What follows belongs to an exercise in optimizing a design on an open flow for small area and a short achievable clock period; a production flow would make more cautious choices. Power is estimated from default activity; no workload was simulated.

## v28
## hpf
module hpf (
    input  wire        clk,
    input  wire        rst,           
    input  wire        op_valid,
    output wire        op_ready,
    input  wire [3:0]  op_sel,
    input  wire [7:0]  op_cmd,        
    input  wire [7:0]  op_plen,       
    input  wire [8:0]  op_flen,       
    input  wire [15:0] op_alg,        
    input  wire        pl_valid,
    input  wire [7:0]  pl_data,
    output wire        pl_ready,
    output wire        tx_valid,
    output wire [7:0]  tx_data,
    input  wire        tx_ready,
    input  wire        rx_valid,
    input  wire        rx_timeout,
    input  wire [7:0]  rx_data,
    output wire        rx_ready,
    output reg         done,
    output wire        busy,
    output reg  [2:0]  session,
    output wire [15:0] mode,
    output reg         mode_valid,
    output reg  [2:0]  res_kind,
    output reg         fb_valid,
    output wire [8:0]  fb_len,
    output reg         info_valid,
    output wire [7:0]  info_n,
    output reg  [15:0] info_pkt,
    output reg  [15:0] info_id,
    output reg  [7:0]  det_count,
    output reg  [3:0]  err_cause,
    output reg  [8:0]  err_len,
    output reg         close_strobe,
    output reg         det_valid,
    output wire [7:0]  det_kind,
    output wire [15:0] det_ax,
    output wire [15:0] det_ay,
    output wire [15:0] det_bx,
    output wire [15:0] det_by
);
  ...
==> flow/config.mk <==
export PLATFORM = sky130hd
export DESIGN_NAME = hpf
export DESIGN_NICKNAME = hpf
export VERILOG_FILES = /design/flow/design.v
export SDC_FILE = /design/flow/constraint.sdc
export NUM_CORES = 4
export LEC_CHECK = 0
export CAP_MARGIN = 20
export CORE_MARGIN = 2
export CORE_UTILIZATION = 40
export SETUP_SLACK_MARGIN = 3.0
export SLEW_MARGIN = 20
==> flow/constraint.sdc <==
create_clock -name core_clock -period 6.0 [get_ports {clk}]
set_input_delay 1.2000 -clock core_clock [delete_from_list [all_inputs] [get_ports {clk}]]
set_output_delay 1.2000 -clock core_clock [all_outputs]
set_load 0.01 [all_outputs]
standard.sh (not shown) runs the stock make flow with config.mk's settings and CLKGATE_MAP_FILE= SYNTH_SCRIPT=/design/flow/synth_recipe.tcl, a recipe that flattens the netlist after the stock synthesis.
==> flow/flow/run.sh <==
#!/bin/bash
# The standard layout, except that the buffers put on the ports are buf_1 cells
# (the standard flow picks clkdlybuf4s50_1, a delay cell almost three times larger).
set -euo pipefail
bash standard.sh "BUFFER_PORTS_ARGS=-buffer_cell sky130_fd_sc_hd__buf_1" finish > standard_flow.log 2>&1
Edits applied to the flow inputs when going from v28 to v14:
# v28
export LEC_CHECK = 0
export CAP_MARGIN = 20
export CORE_MARGIN = 2
export CORE_UTILIZATION = 40
export SETUP_SLACK_MARGIN = 3.0
export SLEW_MARGIN = 20
create_clock -name core_clock -period 6.0 [get_ports {clk}]
# v14
export LEC_CHECK = 0
export CAP_MARGIN = 20
export CORE_MARGIN = 2
export CORE_UTILIZATION = 55
export CTS_CLUSTER_SIZE = 25
export PLACE_DENSITY = 0.7
export SETUP_SLACK_MARGIN = 4.0
export SLEW_MARGIN = 20
create_clock -name core_clock -period 6.0 [get_ports {clk}]
[summary]
- The number of global-route vias before repair of v14 is higher than that of v28.
- The cell with the biggest individual delay on the critical path comes out sky130_fd_sc_hd__edfxtp_1 in one run and sky130_fd_sc_hd__dfxtp_1 in the other, namely in v14 and v28 respectively.
- Per the comparison of v14 with v28, clock-buffer cell count fell by 1; detailed-route wire length on metal 1 lower; sequential power roughly the same; final hold slack went down 0.0036 ns.
- Count of plain and timing-repair buffers for v14 is higher than for v28.
Edits applied to the flow inputs when going from v14 to v41:
# v14
export LEC_CHECK = 0
export CAP_MARGIN = 20
export CORE_MARGIN = 2
export CORE_UTILIZATION = 55
export CTS_CLUSTER_SIZE = 25
export PLACE_DENSITY = 0.7
export SETUP_SLACK_MARGIN = 4.0
export SLEW_MARGIN = 20
create_clock -name core_clock -period 6.0 [get_ports {clk}]
# v41
export LEC_CHECK = 0
export CAP_MARGIN = 20
export CORE_MARGIN = 2
export CORE_UTILIZATION = 40
export SETUP_SLACK_MARGIN = 3.5
export SLEW_MARGIN = 20
create_clock -name core_clock -period 6.0 [get_ports {clk}]
==> flow/run.sh (new file) <==
#!/bin/bash
# synth_recipe.tcl (not shown) runs the flow's synth.tcl, then flattens the netlist and writes it again
# the make line also repeats each setting of config.mk as NAME=value (left out here)
make -C /OpenROAD-flow-scripts/flow DESIGN_CONFIG=/design/flow/config.mk WORK_HOME=/design/flow/orfs CLKGATE_MAP_FILE= SYNTH_SCRIPT=/design/flow/synth_recipe.tcl finish
removed: flow/flow/run.sh
removed: flow/standard.sh
Findings:
From v14 to v41 the numbers moved as follows: count of clock buffers in the final design saw little to no change, fraction of met3 tracks used by global routing higher.
v41 vs v14 — portion of the clock cycle consumed by the worst path in the final layout rose 3.4 points.
Both conditions hold for v41: the flow ran to the end and the final layout passed the timing, DRC and antenna checks.
Against v14, v41 reports a delay contributed by the slowest stage of the critical path that is lower.
Side by side, minimum period implied by the final worst setup slack turned out higher in v41 than in v14.
Going from v14 to v41, buffering overhead went up by 0.42 points; first-pass GRT wire length went down by 270 um; cell count went up by 9; share of power burned in combinational logic went down by 2.3 points.
Area growth from synthesis to final layout was lower in v41 than in v14.
Taking v41 as 1.0, v14 lands at 1.08 on post-detailed-route via-to-cell ratio.
[inputs] v55 vs v41
# v41
export LEC_CHECK = 0
export CAP_MARGIN = 20
export CORE_MARGIN = 2
export CORE_UTILIZATION = 40
export SETUP_SLACK_MARGIN = 3.5
export SLEW_MARGIN = 20
create_clock -name core_clock -period 6.0 [get_ports {clk}]
# v55
export LEC_CHECK = 0
export CAP_MARGIN = 20
export CORE_MARGIN = 2
export CORE_UTILIZATION = 55
export SETUP_SLACK_MARGIN = 3.3
export SLEW_MARGIN = 20
create_clock -name core_clock -period 6.0 [get_ports {clk}]
==> flow/flow/run.sh (new file) <==
#!/bin/bash
# The standard layout, except that the buffers put on the ports are buf_1 cells
# (the standard flow picks clkdlybuf4s50_1, a delay cell almost three times larger).
set -euo pipefail
bash standard.sh "BUFFER_PORTS_ARGS=-buffer_cell sky130_fd_sc_hd__buf_1" finish > standard_flow.log 2>&1
==> flow/standard.sh (new file) <==
#!/bin/bash
# synth_recipe.tcl (not shown) runs the flow's synth.tcl, then flattens the netlist and writes it again
# the make line also repeats each setting of config.mk as NAME=value (left out here)
make -C /OpenROAD-flow-scripts/flow DESIGN_CONFIG=/design/flow/config.mk WORK_HOME=/design/flow/orfs CLKGATE_MAP_FILE= SYNTH_SCRIPT=/design/flow/synth_recipe.tcl "${@:-finish}"
removed: flow/run.sh
Notes after the runs:
In v55, the final critical delay including setup and external delays came out 0.017 ns above the value in v41. The power of v55 was superior to that of v41. When v55 is measured against v41, its fraction of area in clock buffers and inverters turns out 0.95 points higher. [compare] base=v41 new=v55: HPWL after detailed placement -2100 um, static leakage -0.0011 uW, routed wire length -about 9%.
[inputs] v51 vs v55
# v55
export LEC_CHECK = 0
export CAP_MARGIN = 20
export CORE_MARGIN = 2
export CORE_UTILIZATION = 55
export SETUP_SLACK_MARGIN = 3.3
export SLEW_MARGIN = 20
create_clock -name core_clock -period 6.0 [get_ports {clk}]
# v51
export LEC_CHECK = 0
export CAP_MARGIN = 20
export CORE_MARGIN = 2
export CORE_UTILIZATION = 40
export SETUP_SLACK_MARGIN = 3.5
export SLEW_MARGIN = 20
create_clock -name core_clock -period 6.0 [get_ports {clk}]
- The flow did not stop early for v51: all stages ran, and the layout cleared the timing, DRC and antenna checks.
- Of the two values seen for endpoint of the worst setup timing path, sum[7] was produced by v55 and fb_len[2] by v51.
- v55 → v51: number of cells upsized or downsized after cts now sits higher, non-clock buffer count lower, post-detailed-route via-to-cell ratio now smaller, fraction of layout cells with a size suffix above 1 now sits lower.
Changes in v54 relative to v51:
# v51
export LEC_CHECK = 0
export CAP_MARGIN = 20
export CORE_MARGIN = 2
export CORE_UTILIZATION = 40
export SETUP_SLACK_MARGIN = 3.5
export SLEW_MARGIN = 20
create_clock -name core_clock -period 6.0 [get_ports {clk}]
# v54
export LEC_CHECK = 0
export CAP_MARGIN = 20
export CORE_MARGIN = 2
export CORE_UTILIZATION = 40
export SETUP_SLACK_MARGIN = 4.0
export SLEW_MARGIN = 20
create_clock -name core_clock -period 6.0 [get_ports {clk}]
### Flow results
Sequential cell area (v54 vs. v51) increases slightly. Summary of v54 over v51: maximum number of pins on one net before global-route repair roughly the same, critical path data required time held, core utilization increased 8.7 points, total power increased 4.4%. On v54: clock-buffer cell count is about 11% lower than what v51 gave. The capturing element of the worst setup path comes out det_ax[0] in one run and fb_len[2] in the other, namely in v54 and v51 respectively. Lower final-layout fill cell count among v51 and v54: v54. Aggregate global-route resource usage, v51 and v54: larger value in v54. Compared with v51, in v54 routing usage on met1 grew by 1.4 points, number of combinational gates with multiple inputs higher.
No run of this note included a check of the RTL's function; only the layout flow was run.

==> re-timing with driven ports <==
The results above use ideal ports. As a check the final layouts listed here were re-extracted and re-timed, cells and wires unchanged. Step 1: set_driving_cell puts a clkbuf_16 on clk and a buf_2 on each other input, an assumption about the parent block. Step 2 moves the port delays by t, midway between the first and last clock arrival at a register: inputs arrive t later, outputs are due t later. That takes back most of the time a late clock gives input paths. Slacks: ideal ports / drivers / drivers and shift; pairs: ideal ports / drivers.
run | t (ns) | setup WS [ns] | hold WS [ns] | worst setup path at the end | slew at the worst register clock pin (ns)
v28 | 0.571 | 3.290 / 3.240 / 3.154 | 0.444 / 0.444 / 0.444 | input to register | 0.07 / 0.07
v14 | 0.553 | 3.679 / 3.632 / 3.575 | 0.441 / 0.441 / 0.441 | input to register | 0.07 / 0.07
v41 | 0.561 | 3.478 / 3.428 / 3.090 | 0.437 / 0.437 / 0.437 | input to register | 0.06 / 0.06
v55 | 0.557 | 3.461 / 3.461 / 3.198 | 0.440 / 0.440 / 0.440 | input to register | 0.06 / 0.06
v51 | 0.560 | 3.603 / 3.556 / 3.309 | 0.444 / 0.444 / 0.444 | input to register | 0.06 / 0.06
v54 | 0.579 | 3.643 / 3.593 / 3.525 | 0.442 / 0.442 / 0.442 | input to register | 0.07 / 0.07
After both steps every run listed still meets setup and hold. For v41, which loses most, drivers alone change the setup slack by -0.050 ns; drivers and shift together by -0.388 ns.
